Context: an optimization exercise on an open-source flow, tuned for a short achievable clock period and few clock cycles. The choices shown serve that exercise and are no tape-out recipe.
In this exercise RTL edits were held to simulation tests only and were not proved equivalent to the original.
No activity file was given, so power comes from the tool's default toggle rates.

[design/flow/config.mk]
export PLATFORM = sky130hd
export DESIGN_NAME = daisa_core
export DESIGN_NICKNAME = daisa_core
export VERILOG_FILES = /design/flow/design.v
export SDC_FILE = /design/flow/constraint.sdc
export NUM_CORES = 4
export LEC_CHECK = 0
export CAP_MARGIN = 20
export CORE_MARGIN = 2
export CORE_UTILIZATION = 40
export PLACE_DENSITY = 0.6
export SETUP_SLACK_MARGIN = 5
export SLEW_MARGIN = 20
[design/flow/constraint.sdc]
create_clock -name core_clock -period 10.0 [get_ports {clk}]
set_input_delay 2.0000 -clock core_clock [delete_from_list [all_inputs] [get_ports {clk}]]
set_output_delay 2.0000 -clock core_clock [all_outputs]
set_load 0.01 [all_outputs]
[design/flow/design.v]
module daisa_core (
    input  wire        clk,
    input  wire        rst,           
    input  wire [15:0] start,         
    input  wire        irq,           
    output reg         mem_req,
    output reg         mem_we,
    output reg  [15:0] mem_addr,
    output reg  [7:0]  mem_wdata,
    input  wire        mem_ack,
    input  wire [7:0]  mem_rdata,
    output reg         halted,
    output reg  [1:0]  halt_reason    
);
    localparam [2:0] K_OP   = 3'd0,    
                     K_IMM  = 3'd1,    
                     K_DATA = 3'd2,    
                     K_INT1 = 3'd3,    
                     K_INT2 = 3'd4,    
                     K_VEC1 = 3'd5,    
                     K_VEC2 = 3'd6,    
                     K_HALT = 3'd7;
    localparam [1:0] R_HLT = 2'd0, R_OPC = 2'd1, R_ARG = 2'd2, R_IMM = 2'd3;
    localparam [4:0] F_JF = 5'd0,  F_JN = 5'd1,  F_CALLN = 5'd2, F_JCC = 5'd3,
                     F_CALLF = 5'd4, F_PUSH = 5'd5, F_LDA = 5'd6, F_POP = 5'd7,
                     F_STA = 5'd8, F_LDM = 5'd9, F_STM = 5'd10, F_LDDS = 5'd11,
                     F_STDS = 5'd12, F_LDSS = 5'd13, F_STSS = 5'd14, F_SWP = 5'd15,
                     F_ADD = 5'd16, F_ADC = 5'd17, F_SUB = 5'd18, F_AND = 5'd19,
                     F_OR = 5'd20, F_XOR = 5'd21, F_DEC = 5'd22, F_INC = 5'd23;
    localparam [5:0] N_NOP = 6'd0, N_RET = 6'd1, N_IRET = 6'd2, N_HLT = 6'd3,
                     N_SHL = 6'd4, N_SHR = 6'd5, N_SRA = 6'd6, N_ROL = 6'd7,
                     N_ROR = 6'd8, N_INCA = 6'd9, N_DECA = 6'd10, N_CLR = 6'd11,
                     N_CFLAGS = 6'd12, N_PUSHCSR = 6'd13, N_POPCSR = 6'd14,
                     N_LDACSR = 6'd15, N_STACSR = 6'd16, N_ENI = 6'd17, N_DSI = 6'd18;
    localparam [2:0] D_NONE = 3'd0, D_A = 3'd1, D_REG = 3'd2, D_CSR = 3'd3,
                     D_IP = 3'd4, D_CS = 3'd5;
    reg [7:0] a, cs, ip, ds, ss, csr;
    reg [7:0] rf [1:7];
    reg [7:0] zr;            
    reg       fc, fv;
    reg       ie, ie_pend;
    reg [2:0] kind;
    reg       chk;           
    reg [7:0] ir;            
    reg [2:0] mdest;
    wire fz = (zr == 8'd0);
    wire fn = zr[7];
    wire [7:0] d = mem_rdata;
    wire [15:0] pc      = {cs, ip};
    wire [15:0] pc_next = pc + 16'd1;
    wire [7:0]  cs_n    = pc_next[15:8];
    wire [7:0]  ip_n    = pc_next[7:0];
    wire [15:0] sp      = {ss, rf[6]};
    wire [15:0] sp_inc  = sp + 16'd1;
    wire [15:0] sp_dec  = sp - 16'd1;
    wire [7:0] rv [0:7];             
    wire [8:0] add_k [0:7];
    wire [8:0] adc_k [0:7];
    wire [8:0] sub_k [0:7];
    wire [8:0] inc_k [0:7];
    wire [8:0] dec_k [0:7];
    wire       addv_k [0:7];
    wire       adcv_k [0:7];
    wire       subv_k [0:7];
    wire       incv_k [0:7];
    wire       decv_k [0:7];
    wire [15:0] maddr_k [0:7];       
    assign rv[0] = 8'd0;
    genvar k;
    generate
        for (k = 1; k <= 7; k = k + 1) begin : g_rk
            assign rv[k] = rf[k];
        end
        for (k = 0; k <= 7; k = k + 1) begin : g_pre
            assign add_k[k]  = {1'b0, a} + {1'b0, rv[k]};
            assign adc_k[k]  = {1'b0, a} + {1'b0, rv[k]} + {8'd0, fc};
            assign sub_k[k]  = {1'b0, a} - {1'b0, rv[k]};
            assign inc_k[k]  = {1'b0, rv[k]} + 9'd1;
            assign dec_k[k]  = {1'b0, rv[k]} - 9'd1;
            assign addv_k[k] = (a[7] == rv[k][7]) && (add_k[k][7] != a[7]);
            assign adcv_k[k] = (a[7] == rv[k][7]) && (adc_k[k][7] != a[7]);
            assign subv_k[k] = (a[7] == rv[k][7]) && (sub_k[k][7] != a[7]);
            assign incv_k[k] = !rv[k][7] && inc_k[k][7];
            assign decv_k[k] = 1'b0 ? 1'b0 : (!rv[k][7] && dec_k[k][7]);
            assign maddr_k[k] = {(k == 6 || k == 7) ? ss : ds, rv[k]};
        end
    endgenerate
    wire [8:0] inca = {1'b0, a} + 9'd1;
    wire [8:0] deca = {1'b0, a} - 9'd1;
    wire       incav = !a[7] && inca[7];
    wire       decav = !a[7] && deca[7];
    wire       o_noarg = (d[7:6] == 2'b11);
    wire [5:0] o_nid   = d[5:0];
    wire [4:0] o_fam   = d[7:3];
    wire [2:0] o_f     = d[2:0];
    wire o_regonly = (o_fam == F_POP) || (o_fam == F_STA) || (o_fam == F_STDS) || (o_fam == F_STSS) ||
                     (o_fam == F_SWP) || (o_fam == F_DEC) || (o_fam == F_INC);
    wire o_bad_opc  = o_noarg && (o_nid > N_DSI);
    wire o_bad_arg  = !o_noarg && o_regonly && (o_f == 3'd0);
    wire o_need_imm = !o_noarg && ((o_fam == F_JCC) || (!o_regonly && o_f == 3'd0));
    wire [7:0] o_rv = rv[o_f];
    wire [4:0] i_fam = ir[7:3];
    wire [2:0] i_f   = ir[2:0];
    wire [8:0] iadd = {1'b0, a} + {1'b0, d} + {8'd0, (i_fam == F_ADC) & fc};
    wire [8:0] isub = {1'b0, a} - {1'b0, d};
    wire       iaddv = (a[7] == d[7]) && (iadd[7] != a[7]);
    wire       isubv = (a[7] == d[7]) && (isub[7] != a[7]);
    reg cond_flag;
    always @(*) begin
        case (i_f[2:1])
            2'd0: cond_flag = fz;
            2'd1: cond_flag = fc;
            2'd2: cond_flag = fv;
            default: cond_flag = fn;
        endcase
    end
    wire cond_taken = cond_flag ^ i_f[0];
    wire take_int = chk && ie && irq;
    wire ie_base  = chk ? (ie | ie_pend) : ie;
    reg [7:0]  n_a, n_cs, n_ip, n_ds, n_ss, n_csr, n_zr, n_ir;
    reg [7:0]  n_rf [1:7];
    reg        n_fc, n_fv, n_ie, n_ie_pend, n_chk;
    reg [2:0]  n_kind, n_mdest;
    reg        n_req, n_we, n_halted;
    reg [15:0] n_addr;
    reg [7:0]  n_wdata;
    reg [1:0]  n_reason;
    integer i;
    always @(*) begin
        n_a = a; n_cs = cs; n_ip = ip; n_ds = ds; n_ss = ss; n_csr = csr;
        n_zr = zr; n_ir = ir;
        for (i = 1; i <= 7; i = i + 1) n_rf[i] = rf[i];
        n_fc = fc; n_fv = fv; n_ie = ie; n_ie_pend = ie_pend; n_chk = chk;
        n_kind = kind; n_mdest = mdest;
        n_req = mem_req; n_we = mem_we; n_halted = halted;
        n_addr = mem_addr; n_wdata = mem_wdata; n_reason = halt_reason;
        case (kind)
        K_INT1: begin
            {n_ss, n_rf[6]} = sp_inc;
            n_addr  = sp_inc;
            n_wdata = ip;
            n_kind  = K_INT2;
        end
        K_INT2: begin
            {n_ss, n_rf[6]} = sp_inc;
            n_we   = 1'b0;
            n_addr = 16'hFFFE;
            n_kind = K_VEC1;
        end
        K_VEC1: begin
            n_cs   = d;
            n_addr = 16'hFFFF;
            n_kind = K_VEC2;
        end
        K_VEC2: begin
            n_ip   = d;
            n_addr = {cs, d};
            n_chk  = 1'b0;
            n_kind = K_OP;
        end
        K_DATA: begin
            n_we   = 1'b0;
            n_addr = pc;
            n_chk  = 1'b1;
            n_kind = K_OP;
            case (mdest)
                D_A:   n_a = d;
                D_REG: n_rf[i_f] = d;
                D_CSR: n_csr = d;
                D_IP: begin
                    n_ip = d;
                    {n_ss, n_rf[6]} = sp_dec;
                    n_addr  = sp_dec;
                    n_mdest = D_CS;
                    n_kind  = K_DATA;
                end
                D_CS: begin
                    n_cs = d;
                    n_addr = {d, ip};
                    n_ie_pend = 1'b1;
                end
                default: ;
            endcase
        end
        K_IMM: begin
            {n_cs, n_ip} = pc_next;
            n_we   = 1'b0;
            n_addr = pc_next;
            n_chk  = 1'b1;
            n_kind = K_OP;
            case (i_fam)
                F_JF: begin
                    n_cs = a; n_ip = d;
                    n_addr = {a, d};
                end
                F_JN: begin
                    n_ip = d;
                    n_addr = {cs_n, d};
                end
                F_CALLN: begin
                    n_csr = cs_n; n_rf[5] = ip_n; n_ip = d;
                    n_addr = {cs_n, d};
                end
                F_JCC: if (cond_taken) begin
                    n_ip = d;
                    n_addr = {cs_n, d};
                end
                F_CALLF: begin
                    n_csr = cs_n; n_rf[5] = ip_n; n_cs = a; n_ip = d;
                    n_addr = {a, d};
                end
                F_PUSH: begin
                    n_addr  = sp;
                    n_wdata = d;
                    n_we    = 1'b1;
                    n_mdest = D_NONE;
                    {n_ss, n_rf[6]} = sp_inc;
                    n_kind  = K_DATA;
                end
                F_LDA: n_a = d;
                F_LDM: begin
                    n_addr  = {ds, d};
                    n_mdest = D_A;
                    n_kind  = K_DATA;
                end
                F_STM: begin
                    n_addr  = {ds, d};
                    n_wdata = a;
                    n_we    = 1'b1;
                    n_mdest = D_NONE;
                    n_kind  = K_DATA;
                end
                F_LDDS: n_ds = d;
                F_LDSS: n_ss = d;
                F_ADD, F_ADC: begin
                    n_a = iadd[7:0]; n_zr = iadd[7:0]; n_fc = iadd[8]; n_fv = iaddv;
                end
                F_SUB: begin
                    n_a = isub[7:0]; n_zr = isub[7:0]; n_fc = isub[8]; n_fv = isubv;
                end
                F_AND: begin n_a = a & d; n_zr = a & d; n_fc = 1'b0; n_fv = 1'b0; end
                F_OR:  begin n_a = a | d; n_zr = a | d; n_fc = 1'b0; n_fv = 1'b0; end
                F_XOR: begin n_a = a ^ d; n_zr = a ^ d; n_fc = 1'b1; n_fv = 1'b0; end
                default: ;
            endcase
        end
        K_OP: begin
            if (take_int) begin
                n_ie      = ie_pend;
                n_ie_pend = 1'b0;
                n_chk     = 1'b0;
                n_we      = 1'b1;
                n_addr    = sp;
                n_wdata   = cs;
                n_kind    = K_INT1;
            end else begin
                n_ie      = ie_base;
                n_ie_pend = 1'b0;
                n_ir      = d;
                {n_cs, n_ip} = pc_next;
                n_we   = 1'b0;
                n_addr = pc_next;
                n_chk  = 1'b1;
                n_kind = K_OP;
                if (o_bad_opc) begin
                    n_reason = R_OPC;
                    n_halted = 1'b1; n_req = 1'b0; n_kind = K_HALT;
                end else if (o_bad_arg) begin
                    n_reason = R_ARG;
                    n_halted = 1'b1; n_req = 1'b0; n_kind = K_HALT;
                end else if (o_need_imm) begin
                    if (pc == 16'hFFFF) begin
                        n_reason = R_IMM;
                        n_halted = 1'b1; n_req = 1'b0; n_kind = K_HALT;
                    end else begin
                        n_kind = K_IMM;
                    end
                end else if (o_noarg) begin
                    case (o_nid)
                        N_NOP: ;
                        N_RET: begin
                            n_cs = csr; n_ip = rf[5];
                            n_addr = {csr, rf[5]};
                        end
                        N_IRET: begin
                            {n_ss, n_rf[6]} = sp_dec;
                            n_addr  = sp_dec;
                            n_mdest = D_IP;
                            n_kind  = K_DATA;
                        end
                        N_HLT: begin
                            n_reason = R_HLT;
                            n_halted = 1'b1; n_req = 1'b0; n_kind = K_HALT;
                        end
                        N_SHL: begin
                            n_fc = a[7];
                            n_a  = {a[6:0], 1'b0};
                            n_zr = {a[6:0], 1'b0};
                        end
                        N_SHR: begin
                            n_fc = 1'b0;
                            n_a  = {1'b0, a[7:1]};
                            n_zr = {1'b0, a[7:1]};
                        end
                        N_SRA: begin
                            n_fc = 1'b0;
                            n_a  = {a[7], a[7:1]};
                            n_zr = {a[7], a[7:1]};
                        end
                        N_ROL: begin
                            n_a  = {a[6:0], a[7]};
                            n_zr = {a[6:0], a[7]};
                        end
                        N_ROR: begin
                            n_a  = {a[0], a[7:1]};
                            n_zr = {a[0], a[7:1]};
                        end
                        N_INCA: begin
                            n_a = inca[7:0]; n_zr = inca[7:0]; n_fc = inca[8]; n_fv = incav;
                        end
                        N_DECA: begin
                            n_a = deca[7:0]; n_zr = deca[7:0]; n_fc = deca[8]; n_fv = decav;
                        end
                        N_CLR: n_a = 8'd0;
                        N_CFLAGS: begin n_zr = 8'd1; n_fc = 1'b0; n_fv = 1'b0; end
                        N_PUSHCSR: begin
                            n_addr  = sp;
                            n_wdata = csr;
                            n_we    = 1'b1;
                            n_mdest = D_NONE;
                            {n_ss, n_rf[6]} = sp_inc;
                            n_kind  = K_DATA;
                        end
                        N_POPCSR: begin
                            {n_ss, n_rf[6]} = sp_dec;
                            n_addr  = sp_dec;
                            n_mdest = D_CSR;
                            n_kind  = K_DATA;
                        end
                        N_LDACSR: n_a = csr;
                        N_STACSR: n_csr = a;
                        N_ENI: n_ie_pend = 1'b1;
                        N_DSI: n_ie = 1'b0;
                        default: ;
                    endcase
                end else begin
                    case (o_fam)
                        F_JF: begin
                            n_cs = a; n_ip = o_rv;
                            n_addr = {a, o_rv};
                        end
                        F_JN: begin
                            n_ip = o_rv;
                            n_addr = {cs_n, o_rv};
                        end
                        F_CALLN: begin
                            n_csr = cs_n; n_rf[5] = ip_n; n_ip = o_rv;
                            n_addr = {cs_n, o_rv};
                        end
                        F_CALLF: begin
                            n_csr = cs_n; n_rf[5] = ip_n; n_cs = a; n_ip = o_rv;
                            n_addr = {a, o_rv};
                        end
                        F_PUSH: begin
                            n_addr  = sp;
                            n_wdata = o_rv;
                            n_we    = 1'b1;
                            n_mdest = D_NONE;
                            {n_ss, n_rf[6]} = sp_inc;
                            n_kind  = K_DATA;
                        end
                        F_LDA: n_a = o_rv;
                        F_POP: begin
                            {n_ss, n_rf[6]} = sp_dec;
                            n_addr  = sp_dec;
                            n_mdest = D_REG;
                            n_kind  = K_DATA;
                        end
                        F_STA: n_rf[o_f] = a;
                        F_LDM: begin
                            n_addr  = maddr_k[o_f];
                            n_mdest = D_A;
                            n_kind  = K_DATA;
                        end
                        F_STM: begin
                            n_addr  = maddr_k[o_f];
                            n_wdata = a;
                            n_we    = 1'b1;
                            n_mdest = D_NONE;
                            n_kind  = K_DATA;
                        end
                        F_LDDS: n_ds = o_rv;
                        F_STDS: n_rf[o_f] = ds;
                        F_LDSS: n_ss = o_rv;
                        F_STSS: n_rf[o_f] = ss;
                        F_SWP: begin n_rf[o_f] = a; n_a = o_rv; end
                        F_ADD: begin
                            n_a = add_k[o_f][7:0]; n_zr = add_k[o_f][7:0];
                            n_fc = add_k[o_f][8]; n_fv = addv_k[o_f];
                        end
                        F_ADC: begin
                            n_a = adc_k[o_f][7:0]; n_zr = adc_k[o_f][7:0];
                            n_fc = adc_k[o_f][8]; n_fv = adcv_k[o_f];
                        end
                        F_SUB: begin
                            n_a = sub_k[o_f][7:0]; n_zr = sub_k[o_f][7:0];
                            n_fc = sub_k[o_f][8]; n_fv = subv_k[o_f];
                        end
                        F_AND: begin n_a = a & o_rv; n_zr = a & o_rv; n_fc = 1'b0; n_fv = 1'b0; end
                        F_OR:  begin n_a = a | o_rv; n_zr = a | o_rv; n_fc = 1'b0; n_fv = 1'b0; end
                        F_XOR: begin n_a = a ^ o_rv; n_zr = a ^ o_rv; n_fc = 1'b1; n_fv = 1'b0; end
                        F_INC: begin
                            n_rf[o_f] = inc_k[o_f][7:0]; n_zr = inc_k[o_f][7:0];
                            n_fc = inc_k[o_f][8]; n_fv = incv_k[o_f];
                        end
                        F_DEC: begin
                            n_rf[o_f] = dec_k[o_f][7:0]; n_zr = dec_k[o_f][7:0];
                            n_fc = dec_k[o_f][8]; n_fv = decv_k[o_f];
                        end
                        default: ;
                    endcase
                end
            end
        end
        default: ;   
        endcase
    end
    always @(posedge clk) begin
        if (rst) begin
            kind        <= K_OP;
            chk         <= 1'b0;
            mem_req     <= 1'b1;
            mem_we      <= 1'b0;
            mem_addr    <= start;
            mem_wdata   <= 8'd0;
            halted      <= 1'b0;
            halt_reason <= R_HLT;
            a           <= 8'd0;
            cs          <= start[15:8];
            ip          <= start[7:0];
            ds          <= 8'd0;
            ss          <= 8'd0;
            csr         <= 8'd0;
            for (i = 1; i <= 7; i = i + 1) rf[i] <= 8'd0;
            zr          <= 8'd1;
            fc          <= 1'b0;
            fv          <= 1'b0;
            ie          <= 1'b0;
            ie_pend     <= 1'b0;
            ir          <= 8'd0;
            mdest       <= D_NONE;
        end else if (mem_ack) begin
            kind        <= n_kind;
            chk         <= n_chk;
            mem_req     <= n_req;
            mem_we      <= n_we;
            mem_addr    <= n_addr;
            mem_wdata   <= n_wdata;
            halted      <= n_halted;
            halt_reason <= n_reason;
            a           <= n_a;
            cs          <= n_cs;
            ip          <= n_ip;
            ds          <= n_ds;
            ss          <= n_ss;
            csr         <= n_csr;
            for (i = 1; i <= 7; i = i + 1) rf[i] <= n_rf[i];
            zr          <= n_zr;
            fc          <= n_fc;
            fv          <= n_fv;
            ie          <= n_ie;
            ie_pend     <= n_ie_pend;
            ir          <= n_ir;
            mdest       <= n_mdest;
        end
    end
endmodule
[design/flow/run.sh]
#!/bin/bash
# synth_recipe.tcl (not shown) runs the flow's synth.tcl, then flattens the netlist and writes it again
# the make line also repeats each setting of config.mk as NAME=value (left out here)
make -C /OpenROAD-flow-scripts/flow DESIGN_CONFIG=/design/flow/config.mk WORK_HOME=/design/flow/orfs CLKGATE_MAP_FILE= SYNTH_SCRIPT=/design/flow/synth_recipe.tcl finish
==> results.txt <==
# TYPE chip_impl_metric gauge
chip_impl_metric{name="synth_compound_gate_area_share",unit="%"} 34.1
chip_impl_metric{name="worst_slew_margin_rel",unit="%"} 17.1
chip_impl_metric{name="p_int",unit="mW"} 1.87
chip_impl_info{name="setup_repair_after_global_routing_missed_its_margin",value="true"} 1
chip_impl_metric{name="power_density",unit="mW/mm2"} 143
chip_impl_metric{name="crit_path_max_fanout",unit=""} 31
chip_impl_metric{name="cts.sinks",unit=""} 160
chip_impl_info{name="standard_cell_with_the_maximum_stage_delay_on_the_critical_path",value="sky130_fd_sc_hd__nand2b_2"} 1
chip_impl_metric{name="clkSlewWorstSetupHoldPaths",unit="ns"} 0.09
chip_impl_info{name="start_kind",value="input port"} 1
chip_impl_info{name="synth_top_family_by_area",value="compound AO/OA/AOI/OAI gates"} 1
chip_impl_info{name="timing.setup.critical_path_class",value="input port to register"} 1
chip_impl_metric{name="avgSynthCellArea",unit="um2"} 7.02
chip_impl_metric{name="post_synth_xor_area_fraction",unit="%"} 7.14
chip_impl_info{name="tritoncts",value="done"} 1
chip_impl_metric{name="required",unit="ns"} 10.40
chip_impl_metric{name="detail_route.first_pass.iterations",unit=""} 13
chip_impl_metric{name="core.rowCount",unit=""} 95
chip_impl_metric{name="syn_to_final_growth",unit="%"} 11.2
chip_impl_metric{name="initial_util",unit="%"} 40.5
chip_impl_metric{name="grt_pass1_wl",unit="mm"} 263
chip_impl_metric{name="slowest_delay",unit="ns"} 0.42
chip_impl_metric{name="clk-insertion-delay-late",unit="ns"} 0.52
chip_impl_metric{name="power.ir.vdd_worst",unit="uV"} 108
chip_impl_metric{name="worst_path_arrival",unit="ns"} 5.62
chip_impl_metric{name="post-synth-top-area-fraction",unit="%"} 9.38
chip_impl_metric{name="portion_of_netlist_area_occupied_by_mux_cells",unit="%"} 4.17
chip_impl_metric{name="top_level_ports",unit=""} 57
chip_impl_metric{name="gr-total-overflow",unit=""} 0
chip_impl_metric{name="wire_per_inst",unit="um"} 41.5
chip_impl_info{name="cp_cell_sequence",value="buf_2 > buf_12 > nand2b_2 > nor2_1 > buf_4 > a22oi_1 > nand3_2 > buf_4 > ha_1 > a21oi_1 > o211ai_1 > a211oi_2 > o211ai_1 > a21oi_1 > a311oi_1 > a211o_1"} 1
chip_impl_metric{name="drt_first_iter_violations",unit=""} 8108
chip_impl_metric{name="postSynthCellCount",unit=""} 3889
chip_impl_metric{name="clock_tree.buffer_depth",unit=""} 2
chip_impl_metric{name="post_drt_via_cell_ratio",unit=""} 7.67
chip_impl_metric{name="synthArstFlopShare",unit="%"} 0
chip_impl_metric{name="yosys_warnings",unit=""} 3
chip_impl_metric{name="fillerInstances",unit=""} 7015
chip_impl_metric{name="drt-total-wl",unit="mm"} 196
chip_impl_metric{name="buffer_ports.inserted",unit=""} 56
chip_impl_metric{name="synth_fa_ha_area_share",unit="%"} 10.4
chip_impl_metric{name="total_power",unit="mW"} 4.35
chip_impl_metric{name="synth_edf_count",unit=""} 32
chip_impl_metric{name="drv_slew",unit=""} 0
chip_impl_metric{name="synth.cell_area",unit="mm2"} 0.0273
chip_impl_metric{name="setup-tns-final",unit="ns"} 0
chip_impl_metric{name="synthesized_nets",unit=""} 4134
chip_impl_metric{name="final.period_utilization",unit="%"} 52.2
chip_impl_info{name="cts.root.buffer_cell",value="sky130_fd_sc_hd__clkbuf_16"} 1
chip_impl_metric{name="synth-simple-area-share",unit="%"} 23.7
chip_impl_metric{name="final_design_area_no_fill",unit="mm2"} 0.0304
chip_impl_metric{name="fraction_of_power_consumed_by_the_clock_network",unit="%"} 17.1
chip_impl_metric{name="cts_hold_buf",unit=""} 0
chip_impl_metric{name="sequential_area_share_after_synthesis",unit="%"} 12.9
chip_impl_metric{name="yosysUniqueCellTypes",unit=""} 124
chip_impl_metric{name="placed_cell_area",unit="mm2"} 0.0288
chip_impl_info{name="run_status",value="no timing/DRC/antenna violations"} 1
chip_impl_metric{name="gp_congestion",unit=""} 1.15
chip_impl_metric{name="dieWidth",unit="um"} 265
chip_impl_metric{name="number_of_antenna_violations_at_the_first_check_in_global_routing",unit=""} 14
chip_impl_metric{name="drc_errors",unit=""} 0
chip_impl_metric{name="leakage",unit="nW"} 11.4
chip_impl_metric{name="power_switching",unit="mW"} 2.48
chip_impl_metric{name="largest_net_degree_at_the_start_of_global_routing",unit=""} 65
chip_impl_info{name="synth.largest_area_cell",value="sky130_fd_sc_hd__dfxtp_1"} 1
chip_impl_metric{name="ff_latch_count_synth",unit=""} 160
chip_impl_metric{name="sequentialPowerShare",unit="%"} 20.2
chip_impl_info{name="critPathCaptureType",value="register"} 1
chip_impl_info{name="worst_min_delay_path_class",value="register to register"} 1
chip_impl_metric{name="holdWs",unit="ns"} 0.451
chip_impl_metric{name="placeableCoreArea",unit="mm2"} 0.0674
chip_impl_metric{name="max_clock_freq",unit="MHz"} 192
chip_impl_metric{name="layout_min_cycle_time",unit="ns"} 5.22
chip_impl_metric{name="cts_inserted_buffers",unit=""} 17
chip_impl_metric{name="maximum_clock_skew_at_final_layout",unit="ns"} 0.0220
chip_impl_metric{name="track_usage",unit="%"} 53.2
chip_impl_info{name="largest_cells_by_area_after_synthesis",value="sky130_fd_sc_hd__dfxtp_1 (9.4%), sky130_fd_sc_hd__ha_1 (9.2%), sky130_fd_sc_hd__nor2_1 (6.1%)"} 1
chip_impl_metric{name="die_outline_area",unit="mm2"} 0.0704
chip_impl_metric{name="grt_pass1_vias",unit=""} 31657
chip_impl_metric{name="power.share.switching",unit="%"} 57.0
chip_impl_metric{name="cts-htree-levels",unit=""} 4
chip_impl_metric{name="drv_cap",unit=""} 0
chip_impl_metric{name="report.final.setup_viol",unit=""} 0
chip_impl_metric{name="fin_nets",unit=""} 4072
chip_impl_metric{name="final_layout_size_suffix_gt1_share",unit="%"} 10.7
chip_impl_metric{name="die_y",unit="um"} 265
chip_impl_metric{name="antenna_violating_nets_post_route",unit=""} 0
chip_impl_metric{name="vias",unit=""} 36175
chip_impl_metric{name="measured_slew_at_the_worst_slew_check_pin",unit="ns"} 1.23
chip_impl_info{name="postSynth.topFlopCell",value="sky130_fd_sc_hd__dfxtp_1"} 1
chip_impl_metric{name="finalHoldViolations",unit=""} 0
chip_impl_metric{name="hpwl",unit="mm"} 146
chip_impl_metric{name="p_comb_share",unit="%"} 62.7
power groups by stage:
| stage | combinational (mW) | sequential (mW) | clock (mW) |
|---|---|---|---|
| 2_1_floorplan | 1.46 | 0.795 | 0 |
| 3_3_place_gp | 2.45 | 0.876 | 0 |
| 3_5_place_dp | 2.43 | 0.875 | 0 |
| 4_1_cts | 2.48 | 0.860 | 0.744 |
| 5_1_grt | 2.74 | 0.874 | 0.764 |
| 6_report | 2.73 | 0.880 | 0.742 |
layer usage:
metal  vias to the layer above  share of wire, %  global-route usage [%]
li1                      14438                 -                       -
met1                     17217                39                    71.3
met2                      3646                36                    68.7
met3                       862                19                    30.2
met4                        12               6.2                    21.3
met5                         -             0.086                       0
sequential cells by signal (all words and copies together), names as in the netlist, 2 cells and up:
signal and count:
rf 56, kind 3, mem_wdata 8, zr 8, mdest 3, ip 8
cs 8, halt_reason 2, ir 8, csr 8, mem_addr 16, ss 8
a 8, ds 8
cells in the mapped netlist (18+ instances only):
cell                        number
sky130_fd_sc_hd__a2111oi_0      22
sky130_fd_sc_hd__a211o_1        18
sky130_fd_sc_hd__a211oi_1       86
sky130_fd_sc_hd__a21oi_1       324
sky130_fd_sc_hd__a221o_1        23
sky130_fd_sc_hd__a221oi_1       73
sky130_fd_sc_hd__a222oi_1       31
sky130_fd_sc_hd__a22oi_1        43
sky130_fd_sc_hd__a31oi_1        45
sky130_fd_sc_hd__and3_1         24
sky130_fd_sc_hd__buf_1          20
sky130_fd_sc_hd__buf_2          93
sky130_fd_sc_hd__clkbuf_1      187
sky130_fd_sc_hd__dfxtp_1       128
sky130_fd_sc_hd__edfxtp_1       32
sky130_fd_sc_hd__ha_1          200
sky130_fd_sc_hd__inv_1         155
sky130_fd_sc_hd__mux2i_1        98
sky130_fd_sc_hd__nand2_1       323
sky130_fd_sc_hd__nand2b_1       48
sky130_fd_sc_hd__nand3_1       120
sky130_fd_sc_hd__nand4_1        23
sky130_fd_sc_hd__nor2_1        446
sky130_fd_sc_hd__nor2b_1        46
sky130_fd_sc_hd__nor3_1        129
sky130_fd_sc_hd__nor4_1         46
sky130_fd_sc_hd__o2111ai_1      18
sky130_fd_sc_hd__o211ai_1       56
sky130_fd_sc_hd__o21a_1         20
sky130_fd_sc_hd__o21ai_0       256
sky130_fd_sc_hd__o221ai_1       53
sky130_fd_sc_hd__o22ai_1        82
sky130_fd_sc_hd__or3_1          23
sky130_fd_sc_hd__or4_1          18
sky130_fd_sc_hd__xnor2_1       167
sky130_fd_sc_hd__xor2_1         52
critical path, delay by kind of cell:
kind                       cells  cell delay (ns)
AOI/OAI and AO/OA              8             1.79
adders and majority gates      1             0.17
buffers and inverters          4             0.89
and+or+nand+nor                3             0.69
worst paths after layout:
| check | endpoint | slack [ns] | from | cells past startpoint |
|---|---|---|---|---|
| setup / recovery | zr[0] | 4.78 | mem_rdata[0] | 16 |
| hold / removal | halted | 0.45 | halted | 2 |
| hold reg to reg | halted | 0.45 | halted | 2 |
| setup reg to reg | fv | 4.85 | a[3] | 12 |
cells by family after synthesis:
group / Yosys count
xor gates and xnor gates: 221
muxes: 108
and+or+nand+nor: 1347
DFF: 160
adders and majority gates: 218
AOI/OAI and AO/OA: 1350
buffers and inverters: 485
repair_timing:
action	CTS	global route
setup buffers	13	12
endpoints found under the setup margin	146	99
gates resized for setup	99	62
pin swaps	9	8
gates cloned	1	3
hold endpoints to repair	0	0
area by class of cell:
cell class	count	area, um2	share of cell area, %
Multi-Input combinational cell	3244	22300	73.3
Sequential cell	160	3540	11.6
Timing Repair Buffer	239	2210	7.29
Tap cell	873	1090	3.60
Inverter	165	636	2.09
Clock buffer	17	425	1.40
Clock inverter	15	185	0.610
Antenna cell	6	15.0	0.0495
per-stage QoR:
| stage | std cells | setup slack [ns] | util (%) |
|---|---|---|---|
| 6_report | 4719 | 4.78 | 45.0 |
| 5_1_grt | 4713 | 4.94 | 45.0 |
| 4_1_cts | 4697 | 4.98 | 44.4 |
| 3_5_place_dp | 4651 | 2.77 | 42.7 |
| 3_3_place_gp | 4649 | 3.00 | 42.6 |
| 2_1_floorplan | 3889 | 5.01 | - |
cells in the final DEF, fill, tap and decap left out, types with 46 or more instances in the layout:
cell	count
sky130_fd_sc_hd__o21ai_0	252
sky130_fd_sc_hd__inv_1	151
sky130_fd_sc_hd__o22ai_1	80
sky130_fd_sc_hd__dfxtp_1	120
sky130_fd_sc_hd__clkdlybuf4s50_1	47
sky130_fd_sc_hd__o221ai_1	52
sky130_fd_sc_hd__a211oi_1	83
sky130_fd_sc_hd__a21oi_1	321
sky130_fd_sc_hd__a221oi_1	69
sky130_fd_sc_hd__nand3_1	116
sky130_fd_sc_hd__mux2i_1	97
sky130_fd_sc_hd__xnor2_1	166
sky130_fd_sc_hd__nand2b_1	46
sky130_fd_sc_hd__o211ai_1	56
sky130_fd_sc_hd__nor3_1	122
sky130_fd_sc_hd__nand2_1	318
sky130_fd_sc_hd__ha_1	198
sky130_fd_sc_hd__nor2_1	436
sky130_fd_sc_hd__buf_4	156
sky130_fd_sc_hd__xor2_1	52
Testbench counts, summed over its fixed seeds: cycles 157,065.

## afterwards: timing with drivers on the ports
No port has a modelled driver above. Below, the same layout with a new extraction and two added sets of constraints. Step 1, drivers: a clkbuf_16 drives clk and a buf_2 each remaining input, both assumed. Step 2 also shifts input and output timing later by t, the mid clock arrival at the registers, as if the neighbouring blocks saw the same clock. Slacks: ideal ports / drivers / drivers and shift; pairs: ideal ports / drivers.
t, ns: 0.569
slack for setup (ns): 4.785 / 4.823 / 4.254
hold slack, ns: 0.451 / 0.451 / 0.451
clock arrival spread, ns: 0.022 / 0.022
slew at the worst register clock pin (ns): 0.09 / 0.09
After both steps setup and hold are still met in this run. The setup slack of this run moves by +0.038 ns with the drivers and by -0.531 ns with both steps.
